Context: an optimization exercise on an open-source flow, tuned for small area, a short achievable clock period and few clock cycles. The choices shown serve that exercise and are no tape-out recipe. Function was checked by simulation only, so behaviour that the tests miss may differ from the original.

===== flow/run.sh =====
#!/bin/bash
# synth_recipe.tcl (not shown) runs the flow's synth.tcl, then flattens the netlist and writes it again
# the make line also repeats each setting of config.mk as NAME=value (left out here)
make -C /OpenROAD-flow-scripts/flow DESIGN_CONFIG=/design/flow/config.mk WORK_HOME=/design/flow/orfs CLKGATE_MAP_FILE= SYNTH_SCRIPT=/design/flow/synth_recipe.tcl finish

===== flow/config.mk =====
export PLATFORM = sky130hd
export DESIGN_NAME = int8_gemm_kernel
export DESIGN_NICKNAME = int8_gemm_kernel
export VERILOG_FILES = /design/flow/design.v
export SDC_FILE = /design/flow/constraint.sdc
export NUM_CORES = 4
export LEC_CHECK = 0
export CAP_MARGIN = 20
export CORE_MARGIN = 2
export CORE_UTILIZATION = 40
export PLACE_DENSITY = 0.6
export SLEW_MARGIN = 20
export SYNTH_MEMORY_MAX_BITS = 16384

===== flow/constraint.sdc =====
create_clock -name core_clock -period 12.0 [get_ports {clk}]
set_input_delay 2.4000 -clock core_clock [delete_from_list [all_inputs] [get_ports {clk}]]
set_output_delay 2.4000 -clock core_clock [all_outputs]
set_load 0.01 [all_outputs]

===== flow/design.v =====
module gemm_wrom (
    input  wire [9:0] addr,
    output reg  [7:0] data
);
    always @(*) begin
        case (addr)
            10'd0: data = 8'hc0;
            10'd1: data = 8'h96;
            10'd2: data = 8'hd9;
            10'd3: data = 8'h1e;
            10'd4: data = 8'h0a;
            10'd5: data = 8'h1e;
            10'd6: data = 8'hab;
            10'd7: data = 8'h3a;
            10'd8: data = 8'hc2;
            10'd9: data = 8'haf;
            10'd10: data = 8'h59;
            10'd11: data = 8'h61;
            10'd12: data = 8'hcd;
            10'd13: data = 8'h58;
            10'd14: data = 8'h1d;
            10'd15: data = 8'hd9;
            10'd16: data = 8'h09;
            10'd17: data = 8'h61;
            10'd18: data = 8'hc3;
            10'd19: data = 8'h49;
            10'd20: data = 8'h92;
            10'd21: data = 8'h49;
            10'd22: data = 8'h6c;
            10'd23: data = 8'h93;
            10'd24: data = 8'h66;
            10'd25: data = 8'h80;
            10'd26: data = 8'h61;
            10'd27: data = 8'hd5;
            10'd28: data = 8'h18;
            10'd29: data = 8'h17;
            10'd30: data = 8'h00;
            10'd31: data = 8'h0d;
            10'd32: data = 8'h28;
            10'd33: data = 8'h06;
            10'd34: data = 8'h55;
            10'd35: data = 8'ha3;
            10'd36: data = 8'hbd;
            10'd37: data = 8'h5c;
            10'd38: data = 8'hde;
            10'd39: data = 8'hb8;
            10'd40: data = 8'h18;
            10'd41: data = 8'haf;
            10'd42: data = 8'h26;
            10'd43: data = 8'hd2;
            10'd44: data = 8'h16;
            10'd45: data = 8'h10;
            10'd46: data = 8'h6c;
            10'd47: data = 8'h95;
            10'd48: data = 8'ha6;
            10'd49: data = 8'h8b;
            10'd50: data = 8'h79;
            10'd51: data = 8'h56;
            10'd52: data = 8'hb8;
            10'd53: data = 8'haa;
            10'd54: data = 8'h81;
            10'd55: data = 8'hf0;
            10'd56: data = 8'h49;
            10'd57: data = 8'h7c;
            10'd58: data = 8'hc6;
            10'd59: data = 8'hf2;
            10'd60: data = 8'h52;
            10'd61: data = 8'h47;
            10'd62: data = 8'hd1;
            10'd63: data = 8'h7d;
            10'd64: data = 8'h18;
            10'd65: data = 8'hea;
            10'd66: data = 8'ha6;
            10'd67: data = 8'hd5;
            10'd68: data = 8'h93;
            10'd69: data = 8'hc2;
            10'd70: data = 8'hd5;
            10'd71: data = 8'h28;
            10'd72: data = 8'hea;
            10'd73: data = 8'h19;
            10'd74: data = 8'he1;
            10'd75: data = 8'he9;
            10'd76: data = 8'hb5;
            10'd77: data = 8'hdf;
            10'd78: data = 8'h8a;
            10'd79: data = 8'hc0;
            10'd80: data = 8'h24;
            10'd81: data = 8'hef;
            10'd82: data = 8'h29;
            10'd83: data = 8'h01;
            10'd84: data = 8'h48;
            10'd85: data = 8'h59;
            10'd86: data = 8'h7c;
            10'd87: data = 8'h21;
            10'd88: data = 8'hdc;
            10'd89: data = 8'h35;
            10'd90: data = 8'h31;
            10'd91: data = 8'hfd;
            10'd92: data = 8'h93;
            10'd93: data = 8'ha6;
            10'd94: data = 8'h76;
            10'd95: data = 8'h95;
            10'd96: data = 8'hcc;
            10'd97: data = 8'hb1;
            10'd98: data = 8'h30;
            10'd99: data = 8'ha1;
            10'd100: data = 8'h6e;
            10'd101: data = 8'h9c;
            10'd102: data = 8'hc4;
            10'd103: data = 8'h9d;
            10'd104: data = 8'h1b;
            10'd105: data = 8'h7b;
            10'd106: data = 8'h58;
            10'd107: data = 8'h3c;
            10'd108: data = 8'h00;
            10'd109: data = 8'h89;
            10'd110: data = 8'hd5;
            10'd111: data = 8'h8c;
            10'd112: data = 8'hca;
            10'd113: data = 8'hd4;
            10'd114: data = 8'h25;
            10'd115: data = 8'hb7;
            10'd116: data = 8'h78;
            10'd117: data = 8'hec;
            10'd118: data = 8'h16;
            10'd119: data = 8'h83;
            10'd120: data = 8'hcf;
            10'd121: data = 8'h97;
            10'd122: data = 8'hbd;
            10'd123: data = 8'h7a;
            10'd124: data = 8'h49;
            10'd125: data = 8'h16;
            10'd126: data = 8'ha0;
            10'd127: data = 8'h12;
            10'd128: data = 8'hd9;
            10'd129: data = 8'h24;
            10'd130: data = 8'h5f;
            10'd131: data = 8'h1e;
            10'd132: data = 8'ha4;
            10'd133: data = 8'h22;
            10'd134: data = 8'h7e;
            10'd135: data = 8'h85;
            10'd136: data = 8'h17;
            10'd137: data = 8'h77;
            10'd138: data = 8'hbc;
            10'd139: data = 8'h7b;
            10'd140: data = 8'hb3;
            10'd141: data = 8'h06;
            10'd142: data = 8'h6b;
            10'd143: data = 8'he5;
            10'd144: data = 8'h75;
            10'd145: data = 8'h16;
            10'd146: data = 8'he1;
            10'd147: data = 8'h0e;
            10'd148: data = 8'h6b;
            10'd149: data = 8'h71;
            10'd150: data = 8'h57;
            10'd151: data = 8'ha2;
            10'd152: data = 8'h87;
            10'd153: data = 8'ha0;
            10'd154: data = 8'hed;
            10'd155: data = 8'h04;
            10'd156: data = 8'hb2;
            10'd157: data = 8'h26;
            10'd158: data = 8'h3e;
            10'd159: data = 8'h7f;
            10'd160: data = 8'h9a;
            10'd161: data = 8'h82;
            10'd162: data = 8'h71;
            10'd163: data = 8'h21;
            10'd164: data = 8'hb9;
            10'd165: data = 8'h25;
            10'd166: data = 8'h54;
            10'd167: data = 8'h3b;
            10'd168: data = 8'h7e;
            10'd169: data = 8'h9a;
            10'd170: data = 8'ha2;
            10'd171: data = 8'h4b;
            10'd172: data = 8'ha3;
            10'd173: data = 8'he7;
            10'd174: data = 8'h4a;
            10'd175: data = 8'hbf;
            10'd176: data = 8'hf6;
            10'd177: data = 8'hfa;
            10'd178: data = 8'h12;
            10'd179: data = 8'hcf;
            10'd180: data = 8'h63;
            10'd181: data = 8'hda;
            10'd182: data = 8'h8d;
            10'd183: data = 8'h36;
            10'd184: data = 8'hac;
            10'd185: data = 8'h60;
            10'd186: data = 8'hda;
            10'd187: data = 8'hde;
            10'd188: data = 8'hf9;
            10'd189: data = 8'hd4;
            10'd190: data = 8'h63;
            10'd191: data = 8'hb4;
            10'd192: data = 8'h43;
            10'd193: data = 8'h64;
            10'd194: data = 8'hae;
            10'd195: data = 8'hde;
            10'd196: data = 8'h79;
            10'd197: data = 8'h69;
            10'd198: data = 8'hd3;
            10'd199: data = 8'hfc;
            10'd200: data = 8'h3d;
            10'd201: data = 8'hd5;
            10'd202: data = 8'h50;
            10'd203: data = 8'h71;
            10'd204: data = 8'h7d;
            10'd205: data = 8'h33;
            10'd206: data = 8'h4a;
            10'd207: data = 8'ha7;
            10'd208: data = 8'h33;
            10'd209: data = 8'h36;
            10'd210: data = 8'hfc;
            10'd211: data = 8'hba;
            10'd212: data = 8'h84;
            10'd213: data = 8'hda;
            10'd214: data = 8'ha6;
            10'd215: data = 8'h4b;
            10'd216: data = 8'h9a;
            10'd217: data = 8'ha4;
            10'd218: data = 8'hc4;
            10'd219: data = 8'hdf;
            10'd220: data = 8'h85;
            10'd221: data = 8'h77;
            10'd222: data = 8'h1a;
            10'd223: data = 8'h7d;
            10'd224: data = 8'h17;
            10'd225: data = 8'hb9;
            10'd226: data = 8'hf4;
            10'd227: data = 8'h22;
            10'd228: data = 8'h02;
            10'd229: data = 8'hcb;
            10'd230: data = 8'h2e;
            10'd231: data = 8'h4d;
            10'd232: data = 8'h23;
            10'd233: data = 8'he1;
            10'd234: data = 8'h40;
            10'd235: data = 8'h48;
            10'd236: data = 8'h12;
            10'd237: data = 8'h21;
            10'd238: data = 8'hcd;
            10'd239: data = 8'h37;
            10'd240: data = 8'h12;
            10'd241: data = 8'h41;
            10'd242: data = 8'h0b;
            10'd243: data = 8'hbd;
            10'd244: data = 8'ha0;
            10'd245: data = 8'hfd;
            10'd246: data = 8'h7b;
            10'd247: data = 8'hed;
            10'd248: data = 8'h82;
            10'd249: data = 8'hdd;
            10'd250: data = 8'hb2;
            10'd251: data = 8'hcf;
            10'd252: data = 8'h2a;
            10'd253: data = 8'h33;
            10'd254: data = 8'h40;
            10'd255: data = 8'h49;
            10'd256: data = 8'h99;
            10'd257: data = 8'h14;
            10'd258: data = 8'h17;
            10'd259: data = 8'hd8;
            10'd260: data = 8'h9f;
            10'd261: data = 8'h3c;
            10'd262: data = 8'ha7;
            10'd263: data = 8'h35;
            10'd264: data = 8'hd9;
            10'd265: data = 8'h28;
            10'd266: data = 8'h78;
            10'd267: data = 8'h58;
            10'd268: data = 8'he8;
            10'd269: data = 8'he4;
            10'd270: data = 8'h91;
            10'd271: data = 8'h10;
            10'd272: data = 8'ha6;
            10'd273: data = 8'hdd;
            10'd274: data = 8'hd2;
            10'd275: data = 8'h3f;
            10'd276: data = 8'h24;
            10'd277: data = 8'h2b;
            10'd278: data = 8'hf4;
            10'd279: data = 8'h61;
            10'd280: data = 8'hdc;
            10'd281: data = 8'he1;
            10'd282: data = 8'h78;
            10'd283: data = 8'h34;
            10'd284: data = 8'he1;
            10'd285: data = 8'hb2;
            10'd286: data = 8'had;
            10'd287: data = 8'h00;
            10'd288: data = 8'hf0;
            10'd289: data = 8'hc8;
            10'd290: data = 8'h8b;
            10'd291: data = 8'h06;
            10'd292: data = 8'hfd;
            10'd293: data = 8'h83;
            10'd294: data = 8'hd7;
            10'd295: data = 8'h90;
            10'd296: data = 8'hf8;
            10'd297: data = 8'he9;
            10'd298: data = 8'h7d;
            10'd299: data = 8'h67;
            10'd300: data = 8'h5a;
            10'd301: data = 8'hef;
            10'd302: data = 8'h63;
            10'd303: data = 8'h5e;
            10'd304: data = 8'h89;
            10'd305: data = 8'ha0;
            10'd306: data = 8'hc4;
            10'd307: data = 8'hb0;
            10'd308: data = 8'h44;
            10'd309: data = 8'h87;
            10'd310: data = 8'hc8;
            10'd311: data = 8'h01;
            10'd312: data = 8'h71;
            10'd313: data = 8'hf5;
            10'd314: data = 8'hfa;
            10'd315: data = 8'hb2;
            10'd316: data = 8'h89;
            10'd317: data = 8'h2b;
            10'd318: data = 8'hee;
            10'd319: data = 8'hd5;
            10'd320: data = 8'hd6;
            10'd321: data = 8'hca;
            10'd322: data = 8'h37;
            10'd323: data = 8'hec;
            10'd324: data = 8'h29;
            10'd325: data = 8'h14;
            10'd326: data = 8'h49;
            10'd327: data = 8'h57;
            10'd328: data = 8'h26;
            10'd329: data = 8'hcc;
            10'd330: data = 8'h33;
            10'd331: data = 8'hfd;
            10'd332: data = 8'hd2;
            10'd333: data = 8'h66;
            10'd334: data = 8'hae;
            10'd335: data = 8'h84;
            10'd336: data = 8'h86;
            10'd337: data = 8'h6f;
            10'd338: data = 8'h0a;
            10'd339: data = 8'h02;
            10'd340: data = 8'h86;
            10'd341: data = 8'h59;
            10'd342: data = 8'he5;
            10'd343: data = 8'hce;
            10'd344: data = 8'he4;
            10'd345: data = 8'h04;
            10'd346: data = 8'hf2;
            10'd347: data = 8'h7e;
            10'd348: data = 8'h96;
            10'd349: data = 8'hf3;
            10'd350: data = 8'hb0;
            10'd351: data = 8'h8a;
            10'd352: data = 8'h69;
            10'd353: data = 8'hca;
            10'd354: data = 8'hfd;
            10'd355: data = 8'hce;
            10'd356: data = 8'h94;
            10'd357: data = 8'hc2;
            10'd358: data = 8'hf2;
            10'd359: data = 8'h0a;
            10'd360: data = 8'h29;
            10'd361: data = 8'hbe;
            10'd362: data = 8'h9a;
            10'd363: data = 8'h9e;
            10'd364: data = 8'h15;
            10'd365: data = 8'h96;
            10'd366: data = 8'had;
            10'd367: data = 8'h62;
            10'd368: data = 8'h57;
            10'd369: data = 8'hc2;
            10'd370: data = 8'hc4;
            10'd371: data = 8'h89;
            10'd372: data = 8'h8a;
            10'd373: data = 8'he2;
            10'd374: data = 8'hf3;
            10'd375: data = 8'h12;
            10'd376: data = 8'hd6;
            10'd377: data = 8'h7e;
            10'd378: data = 8'h7f;
            10'd379: data = 8'hd7;
            10'd380: data = 8'he9;
            10'd381: data = 8'h61;
            10'd382: data = 8'h78;
            10'd383: data = 8'hdd;
            10'd384: data = 8'hfc;
            10'd385: data = 8'h99;
            10'd386: data = 8'hbc;
            10'd387: data = 8'h55;
            10'd388: data = 8'h02;
            10'd389: data = 8'hc4;
            10'd390: data = 8'hab;
            10'd391: data = 8'h9d;
            10'd392: data = 8'h84;
            10'd393: data = 8'had;
            10'd394: data = 8'h60;
            10'd395: data = 8'h16;
            10'd396: data = 8'hf6;
            10'd397: data = 8'h33;
            10'd398: data = 8'hff;
            10'd399: data = 8'hc4;
            10'd400: data = 8'h9f;
            10'd401: data = 8'h78;
            10'd402: data = 8'h8d;
            10'd403: data = 8'h8b;
            10'd404: data = 8'h3d;
            10'd405: data = 8'h7f;
            10'd406: data = 8'h64;
            10'd407: data = 8'hc7;
            10'd408: data = 8'hd5;
            10'd409: data = 8'h92;
            10'd410: data = 8'h88;
            10'd411: data = 8'hb3;
            10'd412: data = 8'hca;
            10'd413: data = 8'hff;
            10'd414: data = 8'h48;
            10'd415: data = 8'h9c;
            10'd416: data = 8'h77;
            10'd417: data = 8'h66;
            10'd418: data = 8'h61;
            10'd419: data = 8'h37;
            10'd420: data = 8'hee;
            10'd421: data = 8'h04;
            10'd422: data = 8'h38;
            10'd423: data = 8'he0;
            10'd424: data = 8'ha2;
            10'd425: data = 8'hf8;
            10'd426: data = 8'h90;
            10'd427: data = 8'hd4;
            10'd428: data = 8'h11;
            10'd429: data = 8'h36;
            10'd430: data = 8'h34;
            10'd431: data = 8'ha0;
            10'd432: data = 8'hb5;
            10'd433: data = 8'h3f;
            10'd434: data = 8'h06;
            10'd435: data = 8'h7d;
            10'd436: data = 8'ha9;
            10'd437: data = 8'he7;
            10'd438: data = 8'hcb;
            10'd439: data = 8'hb4;
            10'd440: data = 8'hbf;
            10'd441: data = 8'hf5;
            10'd442: data = 8'hc4;
            10'd443: data = 8'hf7;
            10'd444: data = 8'h3a;
            10'd445: data = 8'h54;
            10'd446: data = 8'h33;
            10'd447: data = 8'h92;
            10'd448: data = 8'h63;
            10'd449: data = 8'h0d;
            10'd450: data = 8'h39;
            10'd451: data = 8'h9f;
            10'd452: data = 8'h80;
            10'd453: data = 8'h92;
            10'd454: data = 8'hde;
            10'd455: data = 8'hed;
            10'd456: data = 8'hcc;
            10'd457: data = 8'hbd;
            10'd458: data = 8'hd1;
            10'd459: data = 8'h86;
            10'd460: data = 8'h4b;
            10'd461: data = 8'h1c;
            10'd462: data = 8'h92;
            10'd463: data = 8'h8e;
            10'd464: data = 8'hb0;
            10'd465: data = 8'hd9;
            10'd466: data = 8'h55;
            10'd467: data = 8'had;
            10'd468: data = 8'h90;
            10'd469: data = 8'h86;
            10'd470: data = 8'hc0;
            10'd471: data = 8'hc5;
            10'd472: data = 8'h8a;
            10'd473: data = 8'hb4;
            10'd474: data = 8'h5c;
            10'd475: data = 8'hde;
            10'd476: data = 8'h04;
            10'd477: data = 8'h04;
            10'd478: data = 8'h2f;
            10'd479: data = 8'hca;
            10'd480: data = 8'h47;
            10'd481: data = 8'hef;
            10'd482: data = 8'h0a;
            10'd483: data = 8'he9;
            10'd484: data = 8'ha5;
            10'd485: data = 8'hfb;
            10'd486: data = 8'hd3;
            10'd487: data = 8'hcf;
            10'd488: data = 8'h6d;
            10'd489: data = 8'h2f;
            10'd490: data = 8'h2c;
            10'd491: data = 8'h2d;
            10'd492: data = 8'hc4;
            10'd493: data = 8'ha2;
            10'd494: data = 8'h5c;
            10'd495: data = 8'h3b;
            10'd496: data = 8'h4b;
            10'd497: data = 8'h6a;
            10'd498: data = 8'hf5;
            10'd499: data = 8'h96;
            10'd500: data = 8'h56;
            10'd501: data = 8'hab;
            10'd502: data = 8'hb0;
            10'd503: data = 8'h7a;
            10'd504: data = 8'h1f;
            10'd505: data = 8'h77;
            10'd506: data = 8'h7c;
            10'd507: data = 8'hb6;
            10'd508: data = 8'h72;
            10'd509: data = 8'hf9;
            10'd510: data = 8'hfa;
            10'd511: data = 8'hd2;
            10'd512: data = 8'h85;
            10'd513: data = 8'h14;
            10'd514: data = 8'h16;
            10'd515: data = 8'ha1;
            10'd516: data = 8'he1;
            10'd517: data = 8'hf2;
            10'd518: data = 8'ha9;
            10'd519: data = 8'hbe;
            10'd520: data = 8'h35;
            10'd521: data = 8'h54;
            10'd522: data = 8'hab;
            10'd523: data = 8'hb1;
            10'd524: data = 8'h80;
            10'd525: data = 8'hc7;
            10'd526: data = 8'h42;
            10'd527: data = 8'h84;
            10'd528: data = 8'h25;
            10'd529: data = 8'hd6;
            10'd530: data = 8'h43;
            10'd531: data = 8'hfd;
            10'd532: data = 8'hce;
            10'd533: data = 8'h10;
            10'd534: data = 8'h62;
            10'd535: data = 8'he4;
            10'd536: data = 8'h66;
            10'd537: data = 8'h8f;
            10'd538: data = 8'h91;
            10'd539: data = 8'hec;
            10'd540: data = 8'h3f;
            10'd541: data = 8'h25;
            10'd542: data = 8'h5e;
            10'd543: data = 8'hb8;
            10'd544: data = 8'hcd;
            10'd545: data = 8'hc9;
            10'd546: data = 8'h0f;
            10'd547: data = 8'h50;
            10'd548: data = 8'ha2;
            10'd549: data = 8'h98;
            10'd550: data = 8'hbe;
            10'd551: data = 8'h00;
            10'd552: data = 8'h2f;
            10'd553: data = 8'ha1;
            10'd554: data = 8'h7d;
            10'd555: data = 8'h91;
            10'd556: data = 8'he9;
            10'd557: data = 8'h64;
            10'd558: data = 8'hd9;
            10'd559: data = 8'h59;
            10'd560: data = 8'h4c;
            10'd561: data = 8'h2c;
            10'd562: data = 8'hbb;
            10'd563: data = 8'h7a;
            10'd564: data = 8'hd3;
            10'd565: data = 8'hb7;
            10'd566: data = 8'h28;
            10'd567: data = 8'h8f;
            10'd568: data = 8'h81;
            10'd569: data = 8'hf0;
            10'd570: data = 8'h5a;
            10'd571: data = 8'h2b;
            10'd572: data = 8'h0d;
            10'd573: data = 8'h68;
            10'd574: data = 8'h05;
            10'd575: data = 8'hd3;
            10'd576: data = 8'h54;
            10'd577: data = 8'h6c;
            10'd578: data = 8'h8f;
            10'd579: data = 8'h2a;
            10'd580: data = 8'h8c;
            10'd581: data = 8'hc4;
            10'd582: data = 8'hd5;
            10'd583: data = 8'he9;
            10'd584: data = 8'h70;
            10'd585: data = 8'hcf;
            10'd586: data = 8'hb7;
            10'd587: data = 8'h75;
            10'd588: data = 8'hcf;
            10'd589: data = 8'h85;
            10'd590: data = 8'hee;
            10'd591: data = 8'hfd;
            10'd592: data = 8'ha8;
            10'd593: data = 8'h8f;
            10'd594: data = 8'h35;
            10'd595: data = 8'hf4;
            10'd596: data = 8'hce;
            10'd597: data = 8'h0e;
            10'd598: data = 8'ha8;
            10'd599: data = 8'h06;
            10'd600: data = 8'h1d;
            10'd601: data = 8'hd4;
            10'd602: data = 8'hbb;
            10'd603: data = 8'h1b;
            10'd604: data = 8'h61;
            10'd605: data = 8'h9f;
            10'd606: data = 8'h4c;
            10'd607: data = 8'h5b;
            10'd608: data = 8'h87;
            10'd609: data = 8'h0a;
            10'd610: data = 8'hde;
            10'd611: data = 8'h53;
            10'd612: data = 8'h8b;
            10'd613: data = 8'hce;
            10'd614: data = 8'h17;
            10'd615: data = 8'h18;
            10'd616: data = 8'hf9;
            10'd617: data = 8'h61;
            10'd618: data = 8'hfc;
            10'd619: data = 8'h9f;
            10'd620: data = 8'h94;
            10'd621: data = 8'h9d;
            10'd622: data = 8'h28;
            10'd623: data = 8'hed;
            10'd624: data = 8'h37;
            10'd625: data = 8'hce;
            10'd626: data = 8'h8c;
            10'd627: data = 8'h03;
            10'd628: data = 8'h02;
            10'd629: data = 8'h82;
            10'd630: data = 8'h95;
            10'd631: data = 8'haf;
            10'd632: data = 8'h0d;
            10'd633: data = 8'h45;
            10'd634: data = 8'hb5;
            10'd635: data = 8'h2a;
            10'd636: data = 8'h37;
            10'd637: data = 8'h1d;
            10'd638: data = 8'he3;
            10'd639: data = 8'h09;
            10'd640: data = 8'had;
            10'd641: data = 8'h95;
            10'd642: data = 8'h48;
            10'd643: data = 8'hb9;
            10'd644: data = 8'h79;
            10'd645: data = 8'hb7;
            10'd646: data = 8'h67;
            10'd647: data = 8'h03;
            10'd648: data = 8'h15;
            10'd649: data = 8'h82;
            10'd650: data = 8'h5b;
            10'd651: data = 8'h9e;
            10'd652: data = 8'h47;
            10'd653: data = 8'h9f;
            10'd654: data = 8'h19;
            10'd655: data = 8'h85;
            10'd656: data = 8'h21;
            10'd657: data = 8'h6f;
            10'd658: data = 8'h29;
            10'd659: data = 8'h57;
            10'd660: data = 8'h80;
            10'd661: data = 8'h79;
            10'd662: data = 8'h04;
            10'd663: data = 8'h46;
            10'd664: data = 8'h52;
            10'd665: data = 8'h2d;
            10'd666: data = 8'hc8;
            10'd667: data = 8'hcb;
            10'd668: data = 8'h36;
            10'd669: data = 8'hfe;
            10'd670: data = 8'hd3;
            10'd671: data = 8'hbe;
            10'd672: data = 8'h42;
            10'd673: data = 8'h5e;
            10'd674: data = 8'h47;
            10'd675: data = 8'h48;
            10'd676: data = 8'hda;
            10'd677: data = 8'h60;
            10'd678: data = 8'hfc;
            10'd679: data = 8'h4e;
            10'd680: data = 8'hb9;
            10'd681: data = 8'h32;
            10'd682: data = 8'he0;
            10'd683: data = 8'heb;
            10'd684: data = 8'hcd;
            10'd685: data = 8'heb;
            10'd686: data = 8'h31;
            10'd687: data = 8'h52;
            10'd688: data = 8'ha0;
            10'd689: data = 8'hf7;
            10'd690: data = 8'hd0;
            10'd691: data = 8'hda;
            10'd692: data = 8'hd1;
            10'd693: data = 8'h58;
            10'd694: data = 8'hbe;
            10'd695: data = 8'hd8;
            10'd696: data = 8'h24;
            10'd697: data = 8'hf4;
            10'd698: data = 8'h6d;
            10'd699: data = 8'h16;
            10'd700: data = 8'h41;
            10'd701: data = 8'h35;
            10'd702: data = 8'h85;
            10'd703: data = 8'ha5;
            10'd704: data = 8'hb6;
            10'd705: data = 8'hd9;
            10'd706: data = 8'haf;
            10'd707: data = 8'h0b;
            10'd708: data = 8'h28;
            10'd709: data = 8'h12;
            10'd710: data = 8'h3b;
            10'd711: data = 8'h0c;
            10'd712: data = 8'h3e;
            10'd713: data = 8'h16;
            10'd714: data = 8'hb0;
            10'd715: data = 8'hce;
            10'd716: data = 8'ha1;
            10'd717: data = 8'h62;
            10'd718: data = 8'h74;
            10'd719: data = 8'h63;
            10'd720: data = 8'he4;
            10'd721: data = 8'h7b;
            10'd722: data = 8'h61;
            10'd723: data = 8'h5c;
            10'd724: data = 8'h6e;
            10'd725: data = 8'h84;
            10'd726: data = 8'h79;
            10'd727: data = 8'h7a;
            10'd728: data = 8'h94;
            10'd729: data = 8'hf3;
            10'd730: data = 8'h84;
            10'd731: data = 8'hbf;
            10'd732: data = 8'h93;
            10'd733: data = 8'h0d;
            10'd734: data = 8'h6b;
            10'd735: data = 8'hbc;
            10'd736: data = 8'hc6;
            10'd737: data = 8'h4c;
            10'd738: data = 8'h0d;
            10'd739: data = 8'h15;
            10'd740: data = 8'h62;
            10'd741: data = 8'h5c;
            10'd742: data = 8'h2f;
            10'd743: data = 8'h70;
            10'd744: data = 8'h37;
            10'd745: data = 8'h80;
            10'd746: data = 8'hc7;
            10'd747: data = 8'h6e;
            10'd748: data = 8'h6e;
            10'd749: data = 8'h43;
            10'd750: data = 8'hc7;
            10'd751: data = 8'h32;
            10'd752: data = 8'hea;
            10'd753: data = 8'hf2;
            10'd754: data = 8'ha4;
            10'd755: data = 8'hdf;
            10'd756: data = 8'h81;
            10'd757: data = 8'he2;
            10'd758: data = 8'h9a;
            10'd759: data = 8'h05;
            10'd760: data = 8'h0f;
            10'd761: data = 8'h34;
            10'd762: data = 8'hde;
            10'd763: data = 8'h21;
            10'd764: data = 8'h03;
            10'd765: data = 8'h04;
            10'd766: data = 8'hdd;
            10'd767: data = 8'hef;
            10'd768: data = 8'h6c;
            10'd769: data = 8'h87;
            10'd770: data = 8'he2;
            10'd771: data = 8'hef;
            10'd772: data = 8'hd4;
            10'd773: data = 8'hff;
            10'd774: data = 8'h83;
            10'd775: data = 8'h0d;
            10'd776: data = 8'hd3;
            10'd777: data = 8'he8;
            10'd778: data = 8'h1a;
            10'd779: data = 8'h99;
            10'd780: data = 8'h9b;
            10'd781: data = 8'h33;
            10'd782: data = 8'h66;
            10'd783: data = 8'h54;
            10'd784: data = 8'he2;
            10'd785: data = 8'hdd;
            10'd786: data = 8'h0b;
            10'd787: data = 8'hf7;
            10'd788: data = 8'h3e;
            10'd789: data = 8'h7a;
            10'd790: data = 8'hab;
            10'd791: data = 8'h4a;
            10'd792: data = 8'h79;
            10'd793: data = 8'h5e;
            10'd794: data = 8'h5b;
            10'd795: data = 8'h89;
            10'd796: data = 8'h96;
            10'd797: data = 8'h8c;
            10'd798: data = 8'h45;
            10'd799: data = 8'h86;
            10'd800: data = 8'h83;
            10'd801: data = 8'h3e;
            10'd802: data = 8'hdf;
            10'd803: data = 8'h7a;
            10'd804: data = 8'hb5;
            10'd805: data = 8'hdf;
            10'd806: data = 8'hb8;
            10'd807: data = 8'hfd;
            10'd808: data = 8'hb0;
            10'd809: data = 8'h16;
            10'd810: data = 8'h69;
            10'd811: data = 8'ha6;
            10'd812: data = 8'hb1;
            10'd813: data = 8'h72;
            10'd814: data = 8'h37;
            10'd815: data = 8'h1a;
            10'd816: data = 8'h03;
            10'd817: data = 8'ha3;
            10'd818: data = 8'h36;
            10'd819: data = 8'ha6;
            10'd820: data = 8'h90;
            10'd821: data = 8'h8f;
            10'd822: data = 8'h4b;
            10'd823: data = 8'h92;
            10'd824: data = 8'hd0;
            10'd825: data = 8'hae;
            10'd826: data = 8'h87;
            10'd827: data = 8'h79;
            10'd828: data = 8'h88;
            10'd829: data = 8'h36;
            10'd830: data = 8'h9a;
            10'd831: data = 8'h95;
            10'd832: data = 8'ha3;
            10'd833: data = 8'h6e;
            10'd834: data = 8'h8f;
            10'd835: data = 8'h0c;
            10'd836: data = 8'he5;
            10'd837: data = 8'h65;
            10'd838: data = 8'h62;
            10'd839: data = 8'h35;
            10'd840: data = 8'h60;
            10'd841: data = 8'h2d;
            10'd842: data = 8'hb2;
            10'd843: data = 8'h0a;
            10'd844: data = 8'h52;
            10'd845: data = 8'hb9;
            10'd846: data = 8'h78;
            10'd847: data = 8'h40;
            10'd848: data = 8'h00;
            10'd849: data = 8'he4;
            10'd850: data = 8'hb3;
            10'd851: data = 8'h5d;
            10'd852: data = 8'h1c;
            10'd853: data = 8'h30;
            10'd854: data = 8'h2b;
            10'd855: data = 8'h03;
            10'd856: data = 8'h49;
            10'd857: data = 8'h92;
            10'd858: data = 8'h1b;
            10'd859: data = 8'h24;
            10'd860: data = 8'hb8;
            10'd861: data = 8'hcf;
            10'd862: data = 8'h29;
            10'd863: data = 8'h56;
            10'd864: data = 8'h3f;
            10'd865: data = 8'h15;
            10'd866: data = 8'h81;
            10'd867: data = 8'h2d;
            10'd868: data = 8'hda;
            10'd869: data = 8'hf0;
            10'd870: data = 8'h79;
            10'd871: data = 8'h20;
            10'd872: data = 8'h3f;
            10'd873: data = 8'h69;
            10'd874: data = 8'hc4;
            10'd875: data = 8'hc0;
            10'd876: data = 8'hcf;
            10'd877: data = 8'h8a;
            10'd878: data = 8'h01;
            10'd879: data = 8'hf3;
            10'd880: data = 8'hac;
            10'd881: data = 8'h5e;
            10'd882: data = 8'hd0;
            10'd883: data = 8'h2a;
            10'd884: data = 8'h93;
            10'd885: data = 8'he0;
            10'd886: data = 8'h13;
            10'd887: data = 8'h64;
            10'd888: data = 8'h3f;
            10'd889: data = 8'h30;
            10'd890: data = 8'h93;
            10'd891: data = 8'ha7;
            10'd892: data = 8'hee;
            10'd893: data = 8'hc1;
            10'd894: data = 8'h10;
            10'd895: data = 8'h17;
            10'd896: data = 8'h3f;
            10'd897: data = 8'ha9;
            10'd898: data = 8'h80;
            10'd899: data = 8'h70;
            10'd900: data = 8'ha6;
            10'd901: data = 8'h4c;
            10'd902: data = 8'h39;
            10'd903: data = 8'hbf;
            10'd904: data = 8'hc8;
            10'd905: data = 8'h06;
            10'd906: data = 8'h2f;
            10'd907: data = 8'hb6;
            10'd908: data = 8'h88;
            10'd909: data = 8'he4;
            10'd910: data = 8'h13;
            10'd911: data = 8'h85;
            10'd912: data = 8'ha3;
            10'd913: data = 8'hb8;
            10'd914: data = 8'h6a;
            10'd915: data = 8'h05;
            10'd916: data = 8'h05;
            10'd917: data = 8'hfd;
            10'd918: data = 8'hb6;
            10'd919: data = 8'h97;
            10'd920: data = 8'h08;
            10'd921: data = 8'h43;
            10'd922: data = 8'h6c;
            10'd923: data = 8'h0f;
            10'd924: data = 8'hf2;
            10'd925: data = 8'h6a;
            10'd926: data = 8'ha2;
            10'd927: data = 8'h90;
            default: data = 8'h00;
        endcase
    end
endmodule
module gemm_brom (
    input  wire [5:0]  addr,
    output reg  [31:0] data
);
    always @(*) begin
        case (addr)
            6'd0: data = 32'hfffff8f7;
            6'd1: data = 32'h0000089c;
            6'd2: data = 32'hfffff83c;
            6'd3: data = 32'h00001b58;
            6'd4: data = 32'h00000fe4;
            6'd5: data = 32'hfffff3f2;
            6'd6: data = 32'h00000b85;
            6'd7: data = 32'hffffeff4;
            6'd8: data = 32'h000009a7;
            6'd9: data = 32'h00000522;
            6'd10: data = 32'h000000e3;
            6'd11: data = 32'h00001b58;
            6'd12: data = 32'hffffeaad;
            6'd13: data = 32'h0000140e;
            6'd14: data = 32'h00000de4;
            6'd15: data = 32'h0000158e;
            6'd16: data = 32'hffffff72;
            6'd17: data = 32'hfffffe0f;
            6'd18: data = 32'hfffffaab;
            6'd19: data = 32'h000005c3;
            6'd20: data = 32'hfffff45d;
            6'd21: data = 32'h00001b58;
            6'd22: data = 32'h00001b58;
            6'd23: data = 32'hfffff637;
            6'd24: data = 32'hfffff266;
            6'd25: data = 32'hffffff68;
            6'd26: data = 32'h00000825;
            6'd27: data = 32'hfffff2cd;
            6'd28: data = 32'hfffffd52;
            6'd29: data = 32'hfffff66b;
            6'd30: data = 32'h000008c3;
            6'd31: data = 32'h00001156;
            6'd32: data = 32'h000005c6;
            6'd33: data = 32'h000014e0;
            6'd34: data = 32'h00001b58;
            6'd35: data = 32'h000005da;
            6'd36: data = 32'h000001e4;
            6'd37: data = 32'h000000e8;
            6'd38: data = 32'h00000359;
            6'd39: data = 32'hfffff5f9;
            6'd40: data = 32'h00001b58;
            6'd41: data = 32'hffffede0;
            default: data = 32'h00000000;
        endcase
    end
endmodule
module int8_gemm_kernel (
    input  wire        clk,
    input  wire        rst_n,
    input  wire        reg_valid,
    input  wire        reg_write,
    input  wire [3:0]  reg_addr,
    input  wire [31:0] reg_wdata,
    output reg  [31:0] reg_rdata,
    input  wire        rx_toggle,
    input  wire [7:0]  rx_data,
    output wire        irq
);
    localparam integer CAP      = 32;
    localparam integer IN1      = 32, OUT1 = 16;
    localparam integer IN2      = 16, OUT2 = 16;
    localparam integer IN3      = 16, OUT3 = 10;
    localparam integer ABUF_LEN = 16;
    localparam integer ACC_LEN  = 16;
    localparam integer SHIFT    = 8;
    localparam [31:0] ID_WORD  = 32'h49384731;
    localparam [31:0] CFG_WORD = CAP | (SHIFT << 16) | (3 << 24);
    localparam [31:0] LDIM1    = IN1 | (OUT1 << 16);
    localparam [31:0] LDIM2    = IN2 | (OUT2 << 16);
    localparam [31:0] LDIM3    = IN3 | (OUT3 << 16);
    localparam [3:0] A_ID = 4'd0, A_CFG = 4'd1, A_CTRL = 4'd2, A_STATUS = 4'd3,
                     A_CURSOR = 4'd4, A_CMD = 4'd5, A_RESULT = 4'd6,
                     A_MADDR = 4'd7, A_MDATA = 4'd8, A_LDIM1 = 4'd9,
                     A_LDIM2 = 4'd10, A_LDIM3 = 4'd11;
    localparam [3:0] E_ILLEGAL = 4'd1, E_SB_NOT_READY = 4'd2, E_LEN = 4'd3,
                     E_CMD_BUSY = 4'd4;
    localparam [2:0] S_IDLE = 3'd0, S_DECODE = 3'd1, S_GEMM = 3'd2,
                     S_REQ = 3'd3, S_ARGMAX = 3'd4;
    reg [2:0]  ctrl;
    reg        ready, busy, done, err, ovf;
    reg [3:0]  errcode;
    reg [4:0]  cursor;
    reg [3:0]  result_idx;
    reg [15:0] maddr_index;
    reg [1:0]  maddr_space;
    reg [31:0] cmd_latch;
    reg [7:0]  sb   [0:CAP-1];
    reg [7:0]  abuf [0:ABUF_LEN-1];
    reg [31:0] acc  [0:ACC_LEN-1];
    reg [1:0]  sync;
    reg        rx_last;
    reg [1:0]  prime;
    reg [2:0]  state;
    reg [4:0]  idx_i;       
    reg [4:0]  idx_j;       
    reg [33:0] sum;
    reg        ovf_run;
    reg [3:0]  best;
    wire wr = reg_valid && reg_write;
    wire rd = reg_valid && !reg_write;
    wire wr_ctrl   = wr && (reg_addr == A_CTRL);
    wire wr_status = wr && (reg_addr == A_STATUS);
    wire wr_cmd    = wr && (reg_addr == A_CMD);
    wire wr_maddr  = wr && (reg_addr == A_MADDR);
    wire cmd_accept = wr_cmd && !busy;
    wire cmd_reject = wr_cmd &&  busy;
    wire sync_out   = sync[1];
    wire byte_event = (prime == 2'd0) && (sync_out != rx_last);
    wire byte_store = byte_event && !ready;
    wire byte_fill  = byte_store && (cursor == CAP - 1);
    always @(posedge clk or negedge rst_n) begin
        if (!rst_n) begin
            sync    <= 2'b00;
            rx_last <= 1'b0;
            prime   <= 2'd3;
        end else begin
            sync <= {sync[0], rx_toggle};
            if (prime != 2'd0) begin
                rx_last <= sync_out;
                prime   <= prime - 2'd1;
            end else if (sync_out != rx_last) begin
                rx_last <= sync_out;
            end
        end
    end
    always @(posedge clk or negedge rst_n) begin
        if (!rst_n)
            cursor <= 5'd0;
        else if (byte_store)
            cursor <= byte_fill ? 5'd0 : cursor + 5'd1;
    end
    always @(posedge clk) begin
        if (byte_store)
            sb[cursor] <= rx_data;
    end
    wire [3:0] op    = cmd_latch[3:0];
    wire [1:0] layer = cmd_latch[5:4];
    wire       src   = cmd_latch[6];
    wire       rsvd  = |cmd_latch[31:7];
    reg illegal;
    always @(*) begin
        illegal = 1'b0;
        if (rsvd)
            illegal = 1'b1;
        else case (op)
            4'h0, 4'h4: illegal = (layer != 2'd0) || src;
            4'h1:       illegal = (layer == 2'd0);
            4'h2, 4'h3: illegal = (layer == 2'd0) || src;
            default:    illegal = 1'b1;
        endcase
    end
    reg [5:0] n_in, n_out;
    reg [9:0] w_base;
    reg [5:0] b_base;
    always @(*) begin
        case (layer)
            2'd1:    begin n_in = IN1; n_out = OUT1; w_base = 10'd0;   b_base = 6'd0;  end
            2'd2:    begin n_in = IN2; n_out = OUT2; w_base = 10'd512; b_base = 6'd16; end
            default: begin n_in = IN3; n_out = OUT3; w_base = 10'd768; b_base = 6'd32; end
        endcase
    end
    wire [5:0] src_len = src ? ABUF_LEN : CAP;
    wire [9:0]  w_addr = w_base + idx_j * n_in + idx_i;
    wire [7:0]  w_data;
    wire [5:0]  b_addr = b_base + ((state == S_DECODE) ? 6'd0 : {1'b0, idx_j} + 6'd1);
    wire [31:0] b_data;
    gemm_wrom u_wrom (.addr(w_addr), .data(w_data));
    gemm_brom u_brom (.addr(b_addr), .data(b_data));
    wire [7:0]  x_data = src ? abuf[idx_i[3:0]] : sb[idx_i];
    wire signed [15:0] prod = $signed(x_data) * $signed(w_data);
    wire signed [33:0] sum_next = $signed(sum) + prod;
    wire        sum_ovf = (sum_next[33:31] != 3'b000) && (sum_next[33:31] != 3'b111);
    wire [33:0] bias_ext = {{2{b_data[31]}}, b_data};
    wire [31:0] req_in      = acc[idx_j[3:0]];
    wire [31:0] req_relu    = req_in[31] ? 32'd0 : req_in;
    wire [31:0] req_shifted = req_relu >> SHIFT;
    wire [7:0]  req_out     = (req_shifted > 32'd127) ? 8'd127 : req_shifted[7:0];
    wire arg_greater = $signed(acc[idx_j[3:0]]) > $signed(acc[best]);
    wire last_i = (idx_i == n_in  - 6'd1);
    wire last_j = (idx_j == n_out - 6'd1);
    reg        eng_done;      
    reg        eng_err;       
    reg [3:0]  eng_code;
    reg        eng_ovf;
    reg        eng_release;
    always @(*) begin
        eng_done    = 1'b0;
        eng_err     = 1'b0;
        eng_code    = 4'd0;
        eng_ovf     = 1'b0;
        eng_release = 1'b0;
        case (state)
            S_DECODE: begin
                if (illegal) begin
                    eng_err = 1'b1; eng_code = E_ILLEGAL;
                end else if (op == 4'h1 && !src && !ready) begin
                    eng_err = 1'b1; eng_code = E_SB_NOT_READY;
                end else if (op == 4'h1 && n_in > src_len) begin
                    eng_err = 1'b1; eng_code = E_LEN;
                end else if (op == 4'h0) begin
                    eng_done = 1'b1;
                end else if (op == 4'h4) begin
                    eng_done = 1'b1; eng_release = 1'b1;
                end
            end
            S_GEMM: begin
                if (last_i && last_j) begin
                    eng_done = 1'b1;
                    eng_ovf  = ovf_run || sum_ovf;
                end
            end
            S_REQ:    eng_done = last_j;
            S_ARGMAX: eng_done = last_j;
            default: ;
        endcase
    end
    always @(posedge clk or negedge rst_n) begin
        if (!rst_n) begin
            state   <= S_IDLE;
            idx_i   <= 5'd0;
            idx_j   <= 5'd0;
            sum     <= 34'd0;
            ovf_run <= 1'b0;
            best    <= 4'd0;
        end else begin
            case (state)
                S_IDLE: begin
                    if (cmd_accept)
                        state <= S_DECODE;
                end
                S_DECODE: begin
                    idx_i   <= 5'd0;
                    idx_j   <= 5'd0;
                    ovf_run <= 1'b0;
                    best    <= 4'd0;
                    sum     <= bias_ext;
                    if (eng_done || eng_err)
                        state <= S_IDLE;
                    else if (op == 4'h1)
                        state <= S_GEMM;
                    else if (op == 4'h2)
                        state <= S_REQ;
                    else begin
                        idx_j <= 5'd1;
                        state <= S_ARGMAX;
                    end
                end
                S_GEMM: begin
                    if (last_i) begin
                        idx_i   <= 5'd0;
                        idx_j   <= idx_j + 5'd1;
                        sum     <= bias_ext;
                        ovf_run <= ovf_run || sum_ovf;
                        if (last_j)
                            state <= S_IDLE;
                    end else begin
                        idx_i <= idx_i + 5'd1;
                        sum   <= sum_next;
                    end
                end
                S_REQ: begin
                    idx_j <= idx_j + 5'd1;
                    if (last_j)
                        state <= S_IDLE;
                end
                S_ARGMAX: begin
                    if (arg_greater)
                        best <= idx_j[3:0];
                    idx_j <= idx_j + 5'd1;
                    if (last_j)
                        state <= S_IDLE;
                end
                default: state <= S_IDLE;
            endcase
        end
    end
    always @(posedge clk) begin
        if (state == S_GEMM && last_i)
            acc[idx_j[3:0]] <= sum_next[31:0];
        if (state == S_REQ)
            abuf[idx_j[3:0]] <= req_out;
    end
    always @(posedge clk or negedge rst_n) begin
        if (!rst_n)
            result_idx <= 4'd0;
        else if (state == S_ARGMAX && last_j)
            result_idx <= arg_greater ? idx_j[3:0] : best;
    end
    reg        n_ready, n_busy, n_done, n_err, n_ovf;
    reg [3:0]  n_errcode;
    always @(*) begin
        n_ready   = ready;
        n_busy    = busy;
        n_done    = done;
        n_err     = err;
        n_ovf     = ovf;
        n_errcode = errcode;
        if (wr_status) begin
            if (reg_wdata[2]) n_done = 1'b0;
            if (reg_wdata[3]) begin n_err = 1'b0; n_errcode = 4'd0; end
            if (reg_wdata[4]) n_ovf = 1'b0;
        end
        if (cmd_accept)
            n_busy = 1'b1;
        if (cmd_reject) begin
            if (!n_err) n_errcode = E_CMD_BUSY;
            n_err = 1'b1;
        end
        if (byte_fill)
            n_ready = 1'b1;
        if (eng_done) begin
            n_done = 1'b1;
            n_busy = 1'b0;
            if (eng_ovf)     n_ovf = 1'b1;
            if (eng_release) n_ready = 1'b0;
        end
        if (eng_err) begin
            if (!n_err) n_errcode = eng_code;
            n_err  = 1'b1;
            n_busy = 1'b0;
        end
    end
    always @(posedge clk or negedge rst_n) begin
        if (!rst_n) begin
            ready       <= 1'b0;
            busy        <= 1'b0;
            done        <= 1'b0;
            err         <= 1'b0;
            ovf         <= 1'b0;
            errcode     <= 4'd0;
            ctrl        <= 3'd0;
            maddr_index <= 16'd0;
            maddr_space <= 2'd0;
        end else begin
            ready   <= n_ready;
            busy    <= n_busy;
            done    <= n_done;
            err     <= n_err;
            ovf     <= n_ovf;
            errcode <= n_errcode;
            if (wr_ctrl)
                ctrl <= reg_wdata[2:0];
            if (wr_maddr) begin
                maddr_index <= reg_wdata[15:0];
                maddr_space <= reg_wdata[17:16];
            end
        end
    end
    always @(posedge clk) begin
        if (cmd_accept)
            cmd_latch <= reg_wdata;
    end
    reg [31:0] mdata;
    always @(*) begin
        mdata = 32'd0;
        case (maddr_space)
            2'd0: if (maddr_index < CAP)      mdata = {{24{sb[maddr_index[4:0]][7]}}, sb[maddr_index[4:0]]};
            2'd1: if (maddr_index < ABUF_LEN) mdata = {{24{abuf[maddr_index[3:0]][7]}}, abuf[maddr_index[3:0]]};
            2'd2: if (maddr_index < ACC_LEN)  mdata = acc[maddr_index[3:0]];
            default: mdata = 32'd0;
        endcase
    end
    always @(*) begin
        reg_rdata = 32'd0;
        if (rst_n && rd) begin
            case (reg_addr)
                A_ID:     reg_rdata = ID_WORD;
                A_CFG:    reg_rdata = CFG_WORD;
                A_CTRL:   reg_rdata = {29'd0, ctrl};
                A_STATUS: reg_rdata = {20'd0, errcode, 3'd0, ovf, err, done, busy, ready};
                A_CURSOR: reg_rdata = {27'd0, cursor};
                A_RESULT: reg_rdata = {28'd0, result_idx};
                A_MADDR:  reg_rdata = {14'd0, maddr_space, maddr_index};
                A_MDATA:  reg_rdata = mdata;
                A_LDIM1:  reg_rdata = LDIM1;
                A_LDIM2:  reg_rdata = LDIM2;
                A_LDIM3:  reg_rdata = LDIM3;
                default:  reg_rdata = 32'd0;
            endcase
        end
    end
    assign irq = (ready && ctrl[0]) || (done && ctrl[1]) || (err && ctrl[2]);
endmodule

==> run summary <==
[per-layer routing]
metal / up-vias / wire [µm] / share of wire / global-route usage
li1: 20600 / - / - / -
met1: 27100 / 107000 / 0.36 / 0.421
met2: 3437 / 134000 / 0.46 / 0.513
met3: 871 / 26900 / 0.092 / 0.0660
met4: 6 / 24700 / 0.084 / 0.238
met5: - / 34 / 0.00012 / 0
[area by class of cell]
class | instances | area [µm²]
clock buffer | 128 | 2840
tap | 2310 | 2890
timing repair buffer | 377 | 3140
multi-input combinational | 3425 | 36400
inverter | 201 | 757
clock inverter | 81 | 952
sequential | 1024 | 30300
antenna | 20 | 50.0
fill | 15400 | 94400
[worst max-delay path by stage]
stage,startpoint,slack [ns],to
floorplan,idx_j[2]$_DFFE_PN0P_,0.45,sum[26]$_DFFE_PN0P_
CTS,idx_i[0]$_DFFE_PN0P_,1.46,ovf$_DFF_PN0_
finish,idx_i[0]$_DFFE_PN0P_,1.11,ovf$_DFF_PN0_
global route,idx_i[1]$_DFFE_PN0P_,0.89,ovf$_DFF_PN0_
detailed placement,idx_i[0]$_DFFE_PN0P_,1.51,ovf$_DFF_PN0_
global placement,idx_i[0]$_DFFE_PN0P_,1.28,sum[23]$_DFFE_PN0P_
[synth_stat cells (all sizes together) (39+ instances only)]
cell and n:
and2 40, nor2 283, clkbuf 223, fa 146, nand2b 65, inv 196, a31oi 54, a311oi 46
buf 244, nand3 97, o211ai 56, edfxtp 928, ha 172, xnor2 39, mux4 752, nor3 86
a21oi 300, nor2b 55, a211oi 53, nand2 317, o21ai 239, dfrtp 94
[registers in the layout, summed over array words and instances, names as in the netlist, 2 cells and up]
| register | count |
|---|---|
| abuf | 128 |
| acc | 512 |
| best | 4 |
| cmd_latch | 32 |
| ctrl | 3 |
| cursor | 5 |
| errcode | 4 |
| idx_i | 5 |
| idx_j | 5 |
| maddr_index | 16 |
| maddr_space | 2 |
| prime | 2 |
| result_idx | 4 |
| sb | 256 |
| state | 3 |
| sum | 34 |
| sync | 2 |
[metrics by stage]
stage	instance area (µm²)	instances	hold WS (ns)	util
after CTS	77300	7546	0.311	0.450
after floorplan	69300	5117	0.331	-
final	77300	7566	0.310	0.450
after detailed placement	73500	7337	0.340	0.428
after global routing	77300	7551	0.337	0.450
after global placement	73500	7336	0.340	0.428
[cells by family after synthesis]
logic type                 Yosys count  share of synthesized area
and+or+nand+nor                   1069                     0.0732
xor gates and xnor gates            56                    0.00719
AOI/OAI and AO/OA                 1143                      0.111
other                                1                  0.0000541
muxes                              820                      0.255
DFF                               1024                      0.437
buffers and inverters              668                     0.0431
adders and majority gates          318                     0.0733
==> run summary <==
Status: complete, no violations
Maximum clock frequency: 91.8 MHz
CTS tree: yes
First-pass GRT wire length: 410,000 µm
Antenna Nets Post-Route: 0
Commonest non-fill, non-tap cells in the layout: edfxtp_1, mux4_2, nand2_1
Setup_tns: 0 ns
Crit path time final: 10.89 ns
Crit path launch type: flop
Area leader, netlist: edfxtp_1
Die W: 420 µm
Largest cells by area after synthesis: edfxtp_1, mux4_2, fa_1, dfrtp_1, ha_1
Placer congestion estimate: 1.07
CP Capture Type: flop
Initial Utilization: 0.403
Worst min path class: reg -> reg
DR pass1 iterations: 6
Post-cts sizing count: 0
Final clock skew: 0.121 ns
RSZ-0062 raised after global routing: no
DRC violations left: 0
Mean Syn Cell Area: 13.6 µm²
Critical path data required time: 12.61 ns
Die area: 176,000 µm²
R2R Path Start: idx_i[0]$_DFFE_PN0P_
Cts bufs inserted: 111
Clock Path Buffers: 3
Synth cell types: 111
Root buf cell: clkbuf_16
Layout cells sized above 1: 0.266
Number of enable flip-flop cells after synthesis: 928
Core Region: 172,000 µm²
Hold buffer count at cts: 0
Commonest register cell after synthesis: edfxtp_1
Final slew viol count: 0
Postcts setup bufs: 0
Hold EP: sync[1]$_DFF_PN0_
Worst setup margin: 1.11 ns
Hpwl dp: 200,000 µm
Congestion Overflow GR: 0
Worst Hold Launch: sync[0]$_DFF_PN0_
Post-synthesis cell count: 5,099
Ports: 82
Max_slew headroom: 0.102
Worst path depth: 30
Clk sinks: 1,024
Ys Warns: 3
Vias/cell: 6.88
Post-synthesis sequential area ratio: 0.437
Final worst-path cycle share: 0.908
Share of the synthesized area in the top cell type: 0.402
Final setup fails: 0
Final Hold Viols: 0
Worst r2r dst: ovf$_DFF_PN0_
Avg WL per Cell: 38.7 µm
Tot GR Track Use: 0.333
Slowest CP cell: a311oi_1
DR vias: 52,100
Most repeated library cell on the critical path: buf_4
Vias in the first global route: 51,400
DP Worst Slack: 1.51 ns
Max-cap viol count: 0
R2R cell count: 30
Critical path's largest stage delay: 0.87 ns
Mapped Area: 69,300 µm²
Clock transition at path regs: 0.06 ns
Area grow syn2layout: 11.6%
DRT Wirelength: 293,000 µm
Family with the most delay on the worst path: compound AO/OA/AOI/OAI gates
Most common cell after layout, fill and taps aside: edfxtp_1
R2R Setup Slk: 1.11 ns
# rows: 152
Antenna violations before repair: 30
FF+latch count, synth: 1,024
CP Class: reg -> reg
Worst-Margin Slew: 1.33 ns
Worst path bufs/invs: 6
Worst hold path depth: 0
Largest net degree at the start of global routing: 131
Critical path data arrival time: 11.51 ns
Fin nets: 5,507
Buffers added on ports: 81
H-tree Lvls: 3
Post-synth ARST share: 0.0938
CP max FO: 22
Die Ht: 420 µm
Worst-Skew Late Latency: 0.81 ns
Drt initial violations: 7,277
Testbench counts, summed over its fixed seeds: cycles 126,848.

[separate check: timing with driven ports]
In the flow no input, the clock included, has a driving cell. The finished layout below was timed again as built, in two steps.
Step 1: set_driving_cell puts a clkbuf_16 on clk and a buf_2 on each other input, an assumption about the parent block.
Step 2 adds t to the input delays and takes it off the output delays; t is the mean of the earliest and latest rising clock arrival at the registers after step 1. Input paths then give back, and output paths get back, about the clock's delay inside the block.
Slacks: ideal ports / drivers / drivers and shift; pairs: ideal ports / drivers.
t (ns): 0.820
setup slack, ns: 1.109 / 1.109 / 1.109
worst setup path after step 2: register to register
latest minus earliest clock arrival (ns): 0.130 / 0.130
After both steps setup and hold are still met in this run. For this run, drivers alone change the setup slack by 0.000 ns; drivers and shift together by 0.000 ns.
